Context: an optimization exercise on an open-source flow, tuned for small area, a short achievable clock period and few clock cycles. The choices shown serve that exercise and are no tape-out recipe.
The RTL of this run was laid out without a check of its function.
Power is estimated from default activity; no workload was simulated.

### flow/run.sh
#!/bin/bash
# synth_recipe.tcl (not shown) runs the flow's synth.tcl, then flattens the netlist and writes it again
# the make line also repeats each setting of config.mk as NAME=value (left out here)
make -C /OpenROAD-flow-scripts/flow DESIGN_CONFIG=/design/flow/config.mk WORK_HOME=/design/flow/orfs CLKGATE_MAP_FILE= SYNTH_SCRIPT=/design/flow/synth_recipe.tcl finish
### flow/config.mk
export PLATFORM = sky130hd
export DESIGN_NAME = m10_numeng
export DESIGN_NICKNAME = m10_numeng
export VERILOG_FILES = /design/flow/design.v
export SDC_FILE = /design/flow/constraint.sdc
export NUM_CORES = 4
export LEC_CHECK = 0
export ABC_AREA = 1
export CAP_MARGIN = 20
export CORE_MARGIN = 2
export CORE_UTILIZATION = 40
export PLACE_DENSITY = 0.6
export SETUP_SLACK_MARGIN = 2.5
export SLEW_MARGIN = 20
### flow/constraint.sdc
create_clock -name core_clock -period 6.0 [get_ports {clk}]
set_input_delay 1.2000 -clock core_clock [delete_from_list [all_inputs] [get_ports {clk}]]
set_output_delay 1.2000 -clock core_clock [all_outputs]
set_load 0.01 [all_outputs]
### flow/design.v
module m10_numeng #(
    parameter [31:0] REF_CLK   = 32'd50000000,
    parameter [31:0] K_MS      = 32'd1000,
    parameter [31:0] K_US      = 32'd1,
    parameter [7:0]  FINE_WRAP = 8'd127
) (
    input  wire        clk,
    input  wire        rst,
    input  wire        tick,
    input  wire        cmd_valid,
    output wire        cmd_ready,
    input  wire [7:0]  cmd_op,
    input  wire [7:0]  cmd_imm,
    input  wire [31:0] cmd_arg,
    output wire        rsp_valid,
    output wire [2:0]  rsp_err,
    output wire [31:0] rsp_data,
    output wire        tx_valid,
    input  wire        tx_ready,
    output wire [7:0]  tx_data
);
    localparam integer MD_K    = 3;             
    localparam [4:0]   MD_LAST = 24 / MD_K - 1;
    localparam [6:0]   FINE_LAST = FINE_WRAP[6:0] - 7'd1;
    localparam [25:0]  NREF = REF_CLK[25:0];
    localparam [1:0] F_DEC = 2'd0;
    localparam [1:0] F_HEX = 2'd1;
    localparam [1:0] F_OCT = 2'd2;
    localparam [1:0] F_BIN = 2'd3;
    function [2:0] top8;
        input [7:0] x;
        begin
            top8[2] = |x[7:4];
            top8[1] = top8[2] ? |x[7:6] : |x[3:2];
            top8[0] = top8[2] ? (top8[1] ? x[7] : x[5]) : (top8[1] ? x[3] : x[1]);
        end
    endfunction
    function [4:0] top32;
        input [31:0] x;
        reg   [3:0]  g;
        reg   [2:0]  gi;
        reg   [7:0]  b;
        integer i;
        begin
            for (i = 0; i < 4; i = i + 1)
                g[i] = |x[8*i +: 8];
            gi = top8({4'd0, g});
            case (gi[1:0])
                2'd0: b = x[7:0];
                2'd1: b = x[15:8];
                2'd2: b = x[23:16];
                default: b = x[31:24];
            endcase
            top32 = {gi[1:0], top8(b)};
        end
    endfunction
    function [32:0] padd;
        input [31:0] a;
        input [31:0] b;
        input        ci;
        reg   [31:0] g, p, hp;
        integer l, i, q;
        begin
            hp = a ^ b;
            g  = a & b;
            p  = hp;
            g[0] = g[0] | (p[0] & ci);
            for (l = 0; l < 5; l = l + 1)
                for (i = 0; i < 32; i = i + 1)
                    if (((i >> l) & 1) == 1) begin
                        q = ((i >> l) << l) - 1;
                        g[i] = g[i] | (p[i] & g[q]);
                        p[i] = p[i] & p[q];
                    end
            padd = {g[31], hp ^ {g[30:0], ci}};
        end
    endfunction
    function [31:0] pinc;
        input [31:0] x;
        input        ci;
        reg   [31:0] p;
        integer l, i, q;
        begin
            p = x;
            for (l = 0; l < 5; l = l + 1)
                for (i = 0; i < 32; i = i + 1)
                    if (((i >> l) & 1) == 1) begin
                        q = ((i >> l) << l) - 1;
                        p[i] = p[i] & p[q];
                    end
            pinc = x ^ ({p[30:0], 1'b1} & {32{ci}});
        end
    endfunction
    function [3:0] dbl_dig;
        input [3:0] d;
        input       ci;
        begin
            dbl_dig[0] = ci;
            dbl_dig[1] = (!d[3] && !d[2] && d[0]) || (d[2] && d[1] && !d[0]) || (d[3] && !d[0]);
            dbl_dig[2] = (!d[2] && d[1]) || (d[2] && d[1] && d[0]) || (d[3] && !d[0]);
            dbl_dig[3] = (d[2] && !d[1] && !d[0]) || (d[3] && d[0]);
        end
    endfunction
    function [39:0] bcd_dbl;
        input [39:0] c;
        input        b;
        integer i;
        reg [3:0] d;
        reg       ci;
        begin
            ci = b;
            for (i = 0; i < 10; i = i + 1) begin
                d = c[4*i +: 4];
                bcd_dbl[4*i +: 4] = dbl_dig(d, ci);
                ci = d[3] || (d[2] && (d[1] || d[0]));
            end
        end
    endfunction
    reg [6:0]  fine;
    reg [31:0] coarse;
    wire       cinc = tick && (fine == FINE_LAST);
    wire [31:0] coarse_p1 = pinc(coarse, 1'b1);
    always @(posedge clk) begin
        if (rst) begin
            fine   <= 7'd0;
            coarse <= 32'd0;
        end else if (tick) begin
            if (fine == FINE_LAST) begin
                fine   <= 7'd0;
                coarse <= coarse_p1;
            end else begin
                fine <= fine + 7'd1;
            end
        end
    end
    reg chan_open;
    wire i_snap  = (cmd_op == 8'h01);
    wire i_ms    = (cmd_op == 8'h02);
    wire i_us    = (cmd_op == 8'h03);
    wire i_open  = (cmd_op == 8'h20);
    wire i_close = (cmd_op == 8'h21);
    wire i_pi    = (cmd_op == 8'h2C);
    wire i_pl    = (cmd_op == 8'h2D);
    wire i_u8    = (cmd_op == 8'h2E);
    wire i_z     = i_snap | i_ms | i_us | i_open | i_close;
    wire i_f     = i_pi | i_pl;
    wire i_print = i_f | i_u8;
    wire imm_bin = (cmd_imm == 8'h02);
    wire imm_oct = (cmd_imm == 8'h08);
    wire imm_dec = (cmd_imm == 8'h0A);
    wire imm_hex = (cmd_imm == 8'h10);
    wire imm_fmt = imm_bin | imm_oct | imm_dec | imm_hex;
    wire rate_bad = (cmd_arg == 32'd0) || (cmd_arg > REF_CLK);
    reg [2:0] i_err;
    always @(*) begin
        if (!(i_z | i_print))
            i_err = 3'd1;
        else if (i_z && cmd_imm != 8'h00)
            i_err = 3'd1;
        else if (i_f && !imm_fmt)
            i_err = 3'd1;
        else if ((i_close | i_print) && !chan_open)
            i_err = 3'd2;
        else if (i_open && rate_bad)
            i_err = 3'd3;
        else
            i_err = 3'd0;
    end
    wire i_ok = (i_err == 3'd0);
    wire        in_neg = i_f && imm_dec && cmd_arg[31];
    wire [1:0]  in_fmt = i_u8 ? F_DEC : imm_hex ? F_HEX : imm_oct ? F_OCT :
                         imm_bin ? F_BIN : F_DEC;
    reg  [7:0]  nz_a, nz_n;
    integer j;
    always @(*) begin
        for (j = 0; j < 8; j = j + 1) begin
            nz_a[j] = |cmd_arg[4*j +: 4];
            nz_n[j] = ~&cmd_arg[4*j +: 4];
        end
    end
    wire [2:0] tn_a = top8(nz_a);             
    wire [2:0] tn_n = top8(nz_n);             
    reg  [3:0] in_anib;
    always @(*) begin
        case (tn_a)
            3'd0: in_anib = cmd_arg[3:0];    3'd1: in_anib = cmd_arg[7:4];
            3'd2: in_anib = cmd_arg[11:8];   3'd3: in_anib = cmd_arg[15:12];
            3'd4: in_anib = cmd_arg[19:16];  3'd5: in_anib = cmd_arg[23:20];
            3'd6: in_anib = cmd_arg[27:24];  default: in_anib = cmd_arg[31:28];
        endcase
    end
    wire [2:0] tb_lo = top8({4'd0, in_anib});
    wire [4:0] tb_a = {tn_a, tb_lo[1:0]};
    wire       u8_hi    = (cmd_imm[7:4] != 4'd0);
    function [7:0] nib_bcd;
        input [3:0] n;
        nib_bcd = (n >= 4'd10) ? {4'd1, n - 4'd10} : {4'd0, n};
    endfunction
    function [11:0] byte_bcd;
        input [7:0] v;
        reg   [19:0] r;
        integer i;
        begin
            r = {12'd0, v};
            for (i = 0; i < 8; i = i + 1) begin
                if (r[11:8] >= 4'd5)  r[11:8]  = r[11:8] + 4'd3;
                if (r[15:12] >= 4'd5) r[15:12] = r[15:12] + 4'd3;
                r = r << 1;
            end
            byte_bcd = r[19:8];
        end
    endfunction
    reg  [7:0] in_abyte;    
    always @(*) begin
        case (tn_a)
            3'd1: in_abyte = cmd_arg[7:0];    3'd2: in_abyte = cmd_arg[11:4];
            3'd3: in_abyte = cmd_arg[15:8];   3'd4: in_abyte = cmd_arg[19:12];
            3'd5: in_abyte = cmd_arg[23:16];  3'd6: in_abyte = cmd_arg[27:20];
            default: in_abyte = cmd_arg[31:24];
        endcase
    end
    wire [11:0] in_bbcd = byte_bcd(i_u8 ? cmd_imm : in_abyte);
    wire [7:0] in_fbcd  = nib_bcd(i_u8 ? (u8_hi ? cmd_imm[7:4] : cmd_imm[3:0]) : in_anib);
    wire [2:0] in_tnib  = i_u8 ? {2'd0, u8_hi} : tn_a;
    reg  [31:0] in_low;
    always @(*)
        for (j = 0; j < 8; j = j + 1)
            in_low[4*j +: 4] = (j + 1 < in_tnib) ? cmd_arg[4*j +: 4] : 4'd0;
    reg  [7:0] az;          
    always @(*) begin
        az[0] = ~|cmd_arg[3:0];
        for (j = 1; j < 8; j = j + 1)
            az[j] = az[j-1] && ~|cmd_arg[4*j +: 4];
    end
    wire [2:0] in_nstart = (tn_n != 3'd7 && az[tn_n]) ? tn_n + 3'd1 : tn_n;
    reg  [39:0] in_rev;
    always @(*) begin
        in_rev[7:0] = 8'd0;
        for (j = 0; j < 8; j = j + 1)
            in_rev[4*(9-j) +: 4] = cmd_arg[4*j +: 4];
    end
    reg  [7:0] nz_t;
    always @(*)
        for (j = 0; j < 8; j = j + 1)
            nz_t[j] = |T[4*j +: 4];
    wire [2:0] tn_t = top8(nz_t);
    reg [25:0] div_r0;
    always @(*) begin
        case (tn_t)
            3'd0: div_r0 = 26'd0;
            3'd1: div_r0 = NREF >> 22;
            3'd2: div_r0 = NREF >> 18;
            3'd3: div_r0 = NREF >> 14;
            3'd4: div_r0 = NREF >> 10;
            3'd5: div_r0 = NREF >> 6;
            default: div_r0 = NREF >> 2;
        endcase
    end
    wire [4:0] div_c0 = 5'd25 - {tn_t, 2'd0};
    reg        rsp_q;       
    reg [2:0]  err_q;
    reg        res_q;       
    reg        ms_q;        
    reg        pr_act;      
    reg        md_act;      
    reg        md_stale;    
    reg        qv;          
    reg        ms_wait;     
    reg [4:0]  md_cnt;
    reg [9:0]  md_r;
    reg        b_go;        
    reg        b_div;
    reg        b_mini;
    reg        b_mul;
    wire bg_busy = b_go | b_div | b_mini | b_mul;
    reg        snd_act;
    reg [39:0] sd;
    reg [4:0]  sp;
    reg [1:0]  sfmt;
    reg        snl;
    reg [1:0]  sph;
    localparam [1:0] PH_SIGN = 2'd0;
    localparam [1:0] PH_DIG  = 2'd1;
    localparam [1:0] PH_NL   = 2'd2;
    reg [7:0]  txd;
    wire snd_end  = (sfmt == F_BIN) ? (sp == 5'd31) :
                    (sfmt == F_OCT) ? (sp == 5'd10) : (sp == 5'd9);
    wire snd_last = (sph == PH_NL) || (sph == PH_DIG && snd_end && !snl);
    wire snd_adv  = snd_act && tx_ready;
    wire snd_done = snd_adv && snd_last;
    wire cur_busy = rsp_q | ms_wait | pr_act;
    wire complete = rsp_q | snd_done;
    wire base_ready = !cur_busy || complete;
    assign cmd_ready = base_ready && !(bg_busy && {cmd_op[7:6], cmd_op[4:2]} == 5'd0);
    wire take = cmd_valid && cmd_ready;
    assign rsp_valid = rsp_q | snd_done;
    assign rsp_err   = err_q;
    reg [31:0] A;
    reg [31:0] T;
    reg [25:0] crf;
    reg [4:0]  bg_cnt;
    reg        mb;          
    reg        nb;          
    assign rsp_data = {T[31:24] & {8{res_q & !ms_q}}, T[23:0] & {24{res_q}}};
    wire        rneg = A[31];
    wire [31:0] opa = (b_div || b_mul) ? {A[30:0], b_div && nb} : A;
    wire [31:0] opb = b_div ? ({6'd0, T[25:0]} ^ {32{!rneg}}) :
                      (b_mul && !mb) ? 32'd0 : {6'd0, crf};
    wire [32:0] sum = padd(opa, opb, b_div && !rneg);
    wire        ge  = !sum[31];
    wire [4:0]  bg_cm1 = bg_cnt - 5'd1;
    reg  [7:0] nz_c;
    reg        c_tb;
    always @(*)
        for (j = 0; j < 8; j = j + 1)
            nz_c[j] = |coarse[4*j +: 4];
    wire [2:0] c_tn = top8(nz_c);
    always @(*) begin
        case (c_tn)
            3'd0: c_tb = coarse[3];   3'd1: c_tb = coarse[7];
            3'd2: c_tb = coarse[11];  3'd3: c_tb = coarse[15];
            3'd4: c_tb = coarse[19];  3'd5: c_tb = coarse[23];
            3'd6: c_tb = coarse[27];  default: c_tb = coarse[31];
        endcase
    end
    reg [9:0]  mdr_n;
    reg [31:0] mdt_n;
    reg [10:0] mdx;
    integer m;
    always @(*) begin
        mdr_n = md_r;
        mdt_n = T;
        for (m = 0; m < MD_K; m = m + 1) begin
            mdx = {mdr_n, mdt_n[23]};
            if (mdx[10] || (&mdx[9:5] && (mdx[4] || mdx[3]))) begin   
                mdr_n = mdx[9:0] - K_MS[9:0];
                mdt_n = {mdt_n[30:0], 1'b1};
            end else begin
                mdr_n = mdx[9:0];
                mdt_n = {mdt_n[30:0], 1'b0};
            end
        end
    end
    wire md_start = !qv && !md_act && !bg_busy && !take && !cinc;
    always @(posedge clk) begin
        if (rst) begin
            chan_open <= 1'b0;
            rsp_q     <= 1'b0;
            err_q     <= 3'd0;
            res_q     <= 1'b0;
            ms_q      <= 1'b0;
            pr_act    <= 1'b0;
            md_act    <= 1'b0;
            qv        <= 1'b0;
            ms_wait   <= 1'b0;
            b_go      <= 1'b0;
            b_div     <= 1'b0;
            b_mini    <= 1'b0;
            b_mul     <= 1'b0;
            A         <= 32'd0;
            crf       <= 26'd0;
        end else begin
            rsp_q <= 1'b0;
            if (snd_done)
                pr_act <= 1'b0;
            if (cinc)
                qv <= 1'b0;
            if (md_act) begin
                md_r   <= mdr_n;
                T      <= mdt_n;
                md_cnt <= md_cnt - 5'd1;
                if (cinc)
                    md_stale <= 1'b1;
                if (md_cnt == 5'd0) begin
                    md_act  <= 1'b0;
                    qv      <= !(md_stale || cinc);
                    ms_wait <= 1'b0;
                    if (ms_wait)
                        rsp_q <= 1'b1;
                end
            end else if (md_start) begin
                T        <= A;
                md_r     <= {2'd0, A[31:24]};
                md_cnt   <= MD_LAST;
                md_act   <= 1'b1;
                md_stale <= 1'b0;
            end
            if (b_div) begin
                A      <= sum[31:0];
                crf    <= {crf[24:0], ge};
                bg_cnt <= bg_cm1;
                nb     <= NREF[bg_cm1];
                if (bg_cnt == 5'd0) begin
                    b_div  <= 1'b0;
                    b_mini <= 1'b1;
                end
            end else if (b_mini) begin
                T      <= coarse;
                A      <= 32'd0;
                bg_cnt <= {c_tn, 2'b11};
                mb     <= c_tb;
                if (!cinc) begin
                    b_mini <= 1'b0;
                    b_mul  <= 1'b1;
                end
            end else if (b_mul) begin
                A      <= sum[31:0];
                bg_cnt <= bg_cm1;
                mb     <= T[bg_cm1];
                if (cinc) begin
                    b_mul  <= 1'b0;
                    b_mini <= 1'b1;
                end else if (bg_cnt == 5'd0) begin
                    b_mul  <= 1'b0;
                end
            end else if (b_go) begin
                b_go   <= 1'b0;
                b_div  <= 1'b1;
                bg_cnt <= div_c0;
                nb     <= NREF[div_c0];
                A      <= {6'd0, div_r0};
                crf    <= 26'd0;
            end else if (cinc) begin
                A <= sum[31:0];
            end
            if (take) begin
                err_q <= i_err;
                res_q <= 1'b0;
                ms_q  <= 1'b0;
                rsp_q <= !i_ok || !(i_ms || i_print);
                if (i_snap || i_us || i_open) begin
                    T      <= i_snap ? coarse : i_us ? A : {6'd0, cmd_arg[25:0]};
                    qv     <= 1'b0;
                    md_act <= 1'b0;
                end
                if (i_ms && !(qv || (md_act && md_cnt == 5'd0 && !md_stale)) &&
                    (!md_act || md_stale)) begin
                    T        <= A;
                    md_r     <= {2'd0, A[31:24]};
                    md_cnt   <= MD_LAST;
                    md_act   <= 1'b1;
                    md_stale <= cinc;
                end
                if (i_ok) begin
                    if (i_snap || i_us) begin
                        res_q <= 1'b1;
                    end else if (i_ms) begin
                        res_q <= 1'b1;
                        ms_q  <= 1'b1;
                        if (qv || (md_act && md_cnt == 5'd0 && !md_stale))
                            rsp_q <= 1'b1;
                        else
                            ms_wait <= 1'b1;
                    end else if (i_open) begin
                        chan_open <= 1'b1;
                        b_go      <= 1'b1;
                    end else if (i_close) begin
                        chan_open <= 1'b0;
                    end else begin
                        pr_act <= 1'b1;
                    end
                end
            end
        end
    end
    reg        eg_act;      
    reg        eg_com;      
    reg        eg_done;     
    reg        eg_ok;
    reg        eg_dead;
    reg [39:0] C;
    reg [2:0]  eq;
    reg [1:0]  eg_fmt;
    reg        eg_neg;
    reg        eg_nl;
    reg [4:0]  eg_tb;       
    reg [9:0] c_nz;
    always @(*)
        for (j = 0; j < 10; j = j + 1)
            c_nz[j] = |C[4*j +: 4];
    reg [3:0] c_low;
    always @(*) begin
        c_low = 4'd9;
        for (j = 8; j >= 0; j = j - 1)
            if (c_nz[j]) c_low = j[3:0];
    end
    reg  [3:0]  e_nib;
    always @(*) begin
        case (eq)
            3'd0: e_nib = C[3:0];    3'd1: e_nib = C[7:4];
            3'd2: e_nib = C[11:8];   3'd3: e_nib = C[15:12];
            3'd4: e_nib = C[19:16];  3'd5: e_nib = C[23:20];
            3'd6: e_nib = C[27:24];  default: e_nib = C[31:28];
        endcase
    end
    reg [39:0] bcd_in;
    always @(*)
        for (j = 0; j < 10; j = j + 1)
            bcd_in[4*j +: 4] = (9 - j > 7 || 9 - j > eq) ? C[4*(9-j) +: 4] : 4'd0;
    wire [39:0] c_n1 = bcd_dbl(bcd_in, e_nib[3]);
    wire [39:0] c_n2 = bcd_dbl(c_n1,   e_nib[2]);
    wire [39:0] c_n3 = bcd_dbl(c_n2,   e_nib[1]);
    wire [39:0] c_n4 = bcd_dbl(c_n3,   e_nib[0]);
    reg [39:0] c_step;
    always @(*)
        for (j = 0; j < 10; j = j + 1)
            c_step[4*j +: 4] = (j > 7 || j >= eq) ? c_n4[4*(9-j) +: 4] : C[4*j +: 4];
    wire i_pok      = chan_open && (i_u8 || (i_f && imm_fmt));
    wire p_take     = cmd_valid && base_ready;
    wire eg_spec    = eg_act && !eg_com && !eg_dead;
    wire snd_free   = !snd_act || snd_done;
    wire xfer       = eg_act && eg_done && !eg_dead &&
                      (eg_com || (p_take && eg_ok)) && snd_free;
    wire eg_free    = !eg_act || eg_dead || (xfer && eg_com);
    reg  [3:0] eg_to;       
    always @(*) begin
        case (eg_tb)
            5'd0, 5'd1, 5'd2:    eg_to = 4'd0;
            5'd3, 5'd4, 5'd5:    eg_to = 4'd1;
            5'd6, 5'd7, 5'd8:    eg_to = 4'd2;
            5'd9, 5'd10, 5'd11:  eg_to = 4'd3;
            5'd12, 5'd13, 5'd14: eg_to = 4'd4;
            5'd15, 5'd16, 5'd17: eg_to = 4'd5;
            5'd18, 5'd19, 5'd20: eg_to = 4'd6;
            5'd21, 5'd22, 5'd23: eg_to = 4'd7;
            5'd24, 5'd25, 5'd26: eg_to = 4'd8;
            5'd27, 5'd28, 5'd29: eg_to = 4'd9;
            default:             eg_to = 4'd10;
        endcase
    end
    wire [4:0] x_p0 = (eg_fmt == F_BIN) ? ~eg_tb :
                      (eg_fmt == F_OCT) ? 5'd10 - {1'b0, eg_to} : {1'b0, c_low};
    wire eg_load = cmd_valid && i_print && eg_free;
    always @(posedge clk) begin
        if (rst) begin
            eg_act <= 1'b0;
        end else if (eg_load) begin
            eg_act  <= 1'b1;
            eg_com  <= p_take && i_pok;
            eg_dead <= p_take && !i_pok;
            eg_ok   <= i_pok;
            eg_fmt <= in_fmt;
            eg_neg <= in_neg;
            eg_nl  <= i_pl;
            eg_tb  <= tb_a;
            if (in_fmt == F_DEC && in_neg) begin
                C       <= {8'd0, pinc(~cmd_arg, 1'b1)};
                eq      <= in_nstart;
                eg_done <= 1'b0;
            end else if (in_fmt == F_DEC) begin
                if (in_tnib == 3'd0) begin
                    C       <= {in_fbcd[3:0], in_fbcd[7:4], 32'd0};
                    eg_done <= 1'b1;
                end else begin
                    C       <= {in_bbcd[3:0], in_bbcd[7:4], in_bbcd[11:8], in_low[27:0]};
                    eq      <= in_tnib - 3'd2;
                    eg_done <= (in_tnib == 3'd1);
                end
            end else begin
                C       <= in_rev;
                eg_done <= 1'b1;
            end
        end else if (eg_dead || (eg_spec && (!cmd_valid || (p_take && !eg_ok))) || xfer) begin
            eg_act <= 1'b0;
        end else begin
            if (eg_spec && p_take)
                eg_com <= 1'b1;
            if (!eg_done) begin
                C  <= c_step;
                eq <= eq - 3'd1;
                if (eq == 3'd0) eg_done <= 1'b1;
            end
        end
    end
    function [3:0] dsel;
        input [39:0] x;
        input [4:0]  idx;
        input [1:0]  fmt;
        reg   [3:0]  n;
        reg   [2:0]  o;
        reg   [32:0] a;      
        reg   [31:0] v;      
        reg   [32:0] ov;     
        integer i;
        begin
            a[32] = 1'b0;
            for (i = 0; i < 32; i = i + 1)
                a[i] = x[4*(9 - i/4) + i%4];
            for (i = 0; i < 32; i = i + 1)
                v[i] = a[31 - i];
            for (i = 0; i < 11; i = i + 1)
                ov[3*i +: 3] = a[3*(10 - i) +: 3];
            case (idx[3:0])
                4'd0: n = x[3:0];    4'd1: n = x[7:4];
                4'd2: n = x[11:8];   4'd3: n = x[15:12];
                4'd4: n = x[19:16];  4'd5: n = x[23:20];
                4'd6: n = x[27:24];  4'd7: n = x[31:28];
                4'd8: n = x[35:32];  default: n = x[39:36];
            endcase
            case (idx[3:0])
                4'd0: o = ov[2:0];    4'd1: o = ov[5:3];
                4'd2: o = ov[8:6];    4'd3: o = ov[11:9];
                4'd4: o = ov[14:12];  4'd5: o = ov[17:15];
                4'd6: o = ov[20:18];  4'd7: o = ov[23:21];
                4'd8: o = ov[26:24];  4'd9: o = ov[29:27];
                default: o = ov[32:30];
            endcase
            case (fmt)
                F_OCT:   dsel = {1'b0, o};
                F_BIN:   dsel = {3'd0, v[idx]};
                default: dsel = n;
            endcase
        end
    endfunction
    wire        nsel = !snd_act || snd_last;
    wire [39:0] dx   = nsel ? C : sd;
    wire [4:0]  dn   = nsel ? x_p0 : (sph == PH_SIGN) ? sp : sp + 5'd1;
    wire [1:0]  df   = nsel ? eg_fmt : sfmt;
    wire [3:0]  dv   = dsel(dx, dn, df);
    wire [7:0]  dch  = (dv < 4'd10) ? {4'h3, dv} : (8'h37 + {4'd0, dv});
    always @(posedge clk) begin
        if (rst) begin
            snd_act <= 1'b0;
        end else if (xfer) begin
            snd_act <= 1'b1;
            sd      <= C;
            sp      <= x_p0;
            sfmt    <= eg_fmt;
            snl     <= eg_nl;
            sph     <= eg_neg ? PH_SIGN : PH_DIG;
            txd     <= eg_neg ? 8'h2D : dch;
        end else if (snd_adv) begin
            if (snd_last) begin
                snd_act <= 1'b0;
            end else if (sph == PH_SIGN) begin
                sph <= PH_DIG;
                txd <= dch;
            end else if (!snd_end) begin
                sp  <= sp + 5'd1;
                txd <= dch;
            end else begin
                sph <= PH_NL;
                txd <= 8'h0A;
            end
        end
    end
    assign tx_valid = snd_act;
    assign tx_data  = txd;
endmodule
==> impl_metrics.ini <==
[sta]
setup_ws_ns = 0.758
max_freq_ghz = 0.191
maxSlewHeadroom_pct = 22.9
finalClockSkew_ns = 0.0203
finalHoldViolations = 0
final.min_clock_period_ns = 5.24
rsz0062_at_grt = true
setup_viol = 0
fin_crit_sh_pct = 87.4
tightest_slew_ns = 1.16
drv_slew = 0

[floorplan]
die-area_sq_um = 65100
ios = 99
coreArea_sq_um = 62700
dieWidth_microns = 255
rows = 92
die_y_microns = 255
initial_core_util_pct = 40.2

[placed_design]
io_buffers = 96
dp_hpwl_microns = 77000
dp_slack_ns = -0.301
routabilityCongestion = 0.990
place_area_sq_um = 28600

[synthesis]
synth_async_sr_flop_share_pct = 0
synth-edff-count = 168
synthFlopType = edfxtp_1
yosysSeqAreaShare_pct = 29.3
synth_top_area_share_pct = 20.0
synth_top_area_cell = edfxtp_1
synth_cell_type_count = 77
yosys_warnings = 1
synthTopCellsByArea = edfxtp_1, nand2_1, dfxtp_1, inv_1, o21ai_0
avgSynthCellArea_sq_um = 6.56
syn-instance-count = 3844
ys_seq_elements = 285
synth.cell_area_sq_um = 25200

[critical_path]
cp_common_cell = buf_4
slowest_stage = ha_1
crit_required_ns = 6.32
cp-end-kind = flip-flop
max_stage_delay_ns = 0.31
cp.arrival_ns = 5.56
critPathKind = primary input to flip-flop
start_kind = primary input
cp_max_fo = 4

[drt]
dr.pass1.iters = 6
vias_per_cell = 5.80
drc = 0
first_iter_violations = 3889
wirelength_microns = 116000
wl_per_cell_microns = 21.3
ant_nets = 0
vias = 31600

[job]
maxCapViolCount = 0

[min_path]
hp-class = flip-flop to flip-flop

[global_route]
grt_pass1_vias = 28304
overflow = 0
grt_first_pass_wirelength_microns = 165000
track_usage_pct = 32.8
antenna_found_initial = 1
grt_max_degree = 63

[final_layout]
final_core_utilization_pct = 60.7
fin_nets = 4710
synthToLayoutAreaGrowth_pct = 51.1
drive_gt1_share_pct = 35.2
finish.instance_area_sq_um = 38100

[status]
status = no timing/DRC/antenna violations

[power]
power_density_nw_per_um2 = 165
leakage_nw = 16.8
peakVddDrop_mv = 0.167

[clocking]
cts_inserted_buffers = 38
clkTransAtPathRegs_ns = 0.06
h-tree-depth = 2
clock_latency_ns = 0.57
clkSinkCount = 285
cts_buffer_depth = 3
cts_root_buffer = clkbuf_16
cts_tree = built
-- power by group --
part	internal, W	switching, W	total (W)
logic	0.000755	0.000997	0.00175
registers	0.00214	0.0000804	0.00222
clock network	0.00136	0.000963	0.00232
-- cell families after synthesis --
kind of cell	synth area share, %
flops	29.3
xor+xnor	2.12
simple gates	27.4
mux	0.119
buf+inv	11.6
other cells	0.0149
fa+ha+maj	4.35
compound gates	25.1
-- Yosys cell counts, types with 9 or more instances --
cell and number:
ha_1 78, xor2_1 48, nor2_2 9, edfxtp_1 168, o21ai_1 24, dfxtp_1 117, o22ai_1 66, a211oi_1 41
nor3_1 86, nand2_2 19, o221ai_1 31, o21ai_0 408, buf_1 11, o211ai_1 52, clkbuf_1 110, inv_1 600
nand3_1 163, a22oi_1 31, a21oi_1 257, a221oi_1 25, or2_2 17, nand3_2 10, xnor2_1 13, nor2_1 439
nand2_1 716, o31ai_1 14, nor4_1 32, inv_2 37, nand2_4 14, a31oi_1 40, nand4_1 31
-- cells in the final DEF (no fill, tap or decap), types with 58 or more instances in the layout --
| cell | n |
|---|---|
| a21oi_1 | 201 |
| buf_4 | 553 |
| buf_6 | 129 |
| dfxtp_1 | 114 |
| edfxtp_1 | 168 |
| ha_1 | 58 |
| inv_1 | 497 |
| inv_2 | 107 |
| nand2_1 | 590 |
| nand2_2 | 83 |
| nand2_4 | 68 |
| nand3_1 | 119 |
| nor2_1 | 342 |
| nor2_4 | 58 |
| o21ai_0 | 265 |
| o21ai_1 | 102 |
-- final cells by class --
type | instances | area [sq um]
Inverter | 644 | 2570
Sequential cell | 285 | 7400
Timing Repair Buffer | 808 | 7220
Multi-Input combinational cell | 2791 | 18600
Clock buffer | 55 | 1130
Timing Repair inverter | 5 | 42.5
Fill cell | 5531 | 24600
Clock inverter | 15 | 116
Tap cell | 846 | 1060
Antenna cell | 2 | 5.00
-- worst paths after layout --
check / startpoint / to / slack [ns] / depth (start not counted)
min reg2reg: eg_nl$_DFFE_PP_ / snl$_DFFE_PP_ / 0.43 / 0
max: cmd_arg[15] / C[38]$_DFFE_PP_ / 0.76 / 37
max reg2reg: C[23]$_DFFE_PP_ / txd[2]$_DFFE_PP_ / 1.73 / 25
min: eg_nl$_DFFE_PP_ / snl$_DFFE_PP_ / 0.43 / 0
-- sequential cells by signal, indices dropped and copies added, names as in the netlist, 7 cells and up --
register	count
A	32
C	40
T	32
coarse	32
crf	26
fine	7
md_r	10
sd	40
txd	7
-- metal layers --
layer  global-route usage, %  up-vias  share of wire, %
met2                    50.0     1865                43
met3                    5.42      421                11
li1                        -    14577                 -
met1                    45.8    14737                41
met4                    13.6        0               5.1
met5                       0        -                 0
-- through the flow --
| stage | total power [W] | instances | setup TNS [ns] | hold WS, ns |
|---|---|---|---|---|
| 2_1_floorplan | 0.00299 | 3845 | 0 | 0.400 |
| 3_3_place_gp | 0.00343 | 4847 | -1.37 | 0.408 |
| 3_5_place_dp | 0.00344 | 4847 | -1.85 | 0.416 |
| 4_1_cts | 0.00593 | 5250 | 0 | 0.427 |
| 5_1_grt | 0.00651 | 5449 | 0 | 0.437 |
| 6_report | 0.00629 | 5451 | 0 | 0.429 |
-- what timing repair did --
item / CTS / global route
resized for setup: 663 / 655
buffers inserted: 324 / 191
setup endpoints to repair: 224 / 237
hold buffers: 0 / 0
cloned: 9 / 8
pin swaps: 206 / 289
-- critical path, delay by kind of cell --
family,cells,cell delay (ns)
AOI/OAI and AO/OA,3,0.53
buffers and inverters,23,2.74
adders and majority gates,1,0.31
and+or+nand+nor,10,0.78

## afterwards: timing with drivers on the ports
The results above use ideal ports. As a check the final layout listed here was re-extracted and re-timed, cells and wires unchanged. Step 1: set_driving_cell puts a clkbuf_16 on clk and a buf_2 on each other input, an assumption about the parent block. Step 2 times the ports against the registers' clock, not the clock port: input delays grow and output delays shrink by t, the midpoint of the rising clock arrivals with the driver on. a / b / c = no drivers / after step 1 / after step 2; a / b = the first two.
shift t [ns]: 0.619
setup WS [ns]: 0.758 / 0.781 / 0.162
clock arrival spread, ns: 0.020 / 0.021
After both steps setup and hold are still met in this run. The setup slack of this run moves by +0.023 ns with the drivers and by -0.596 ns with both steps.
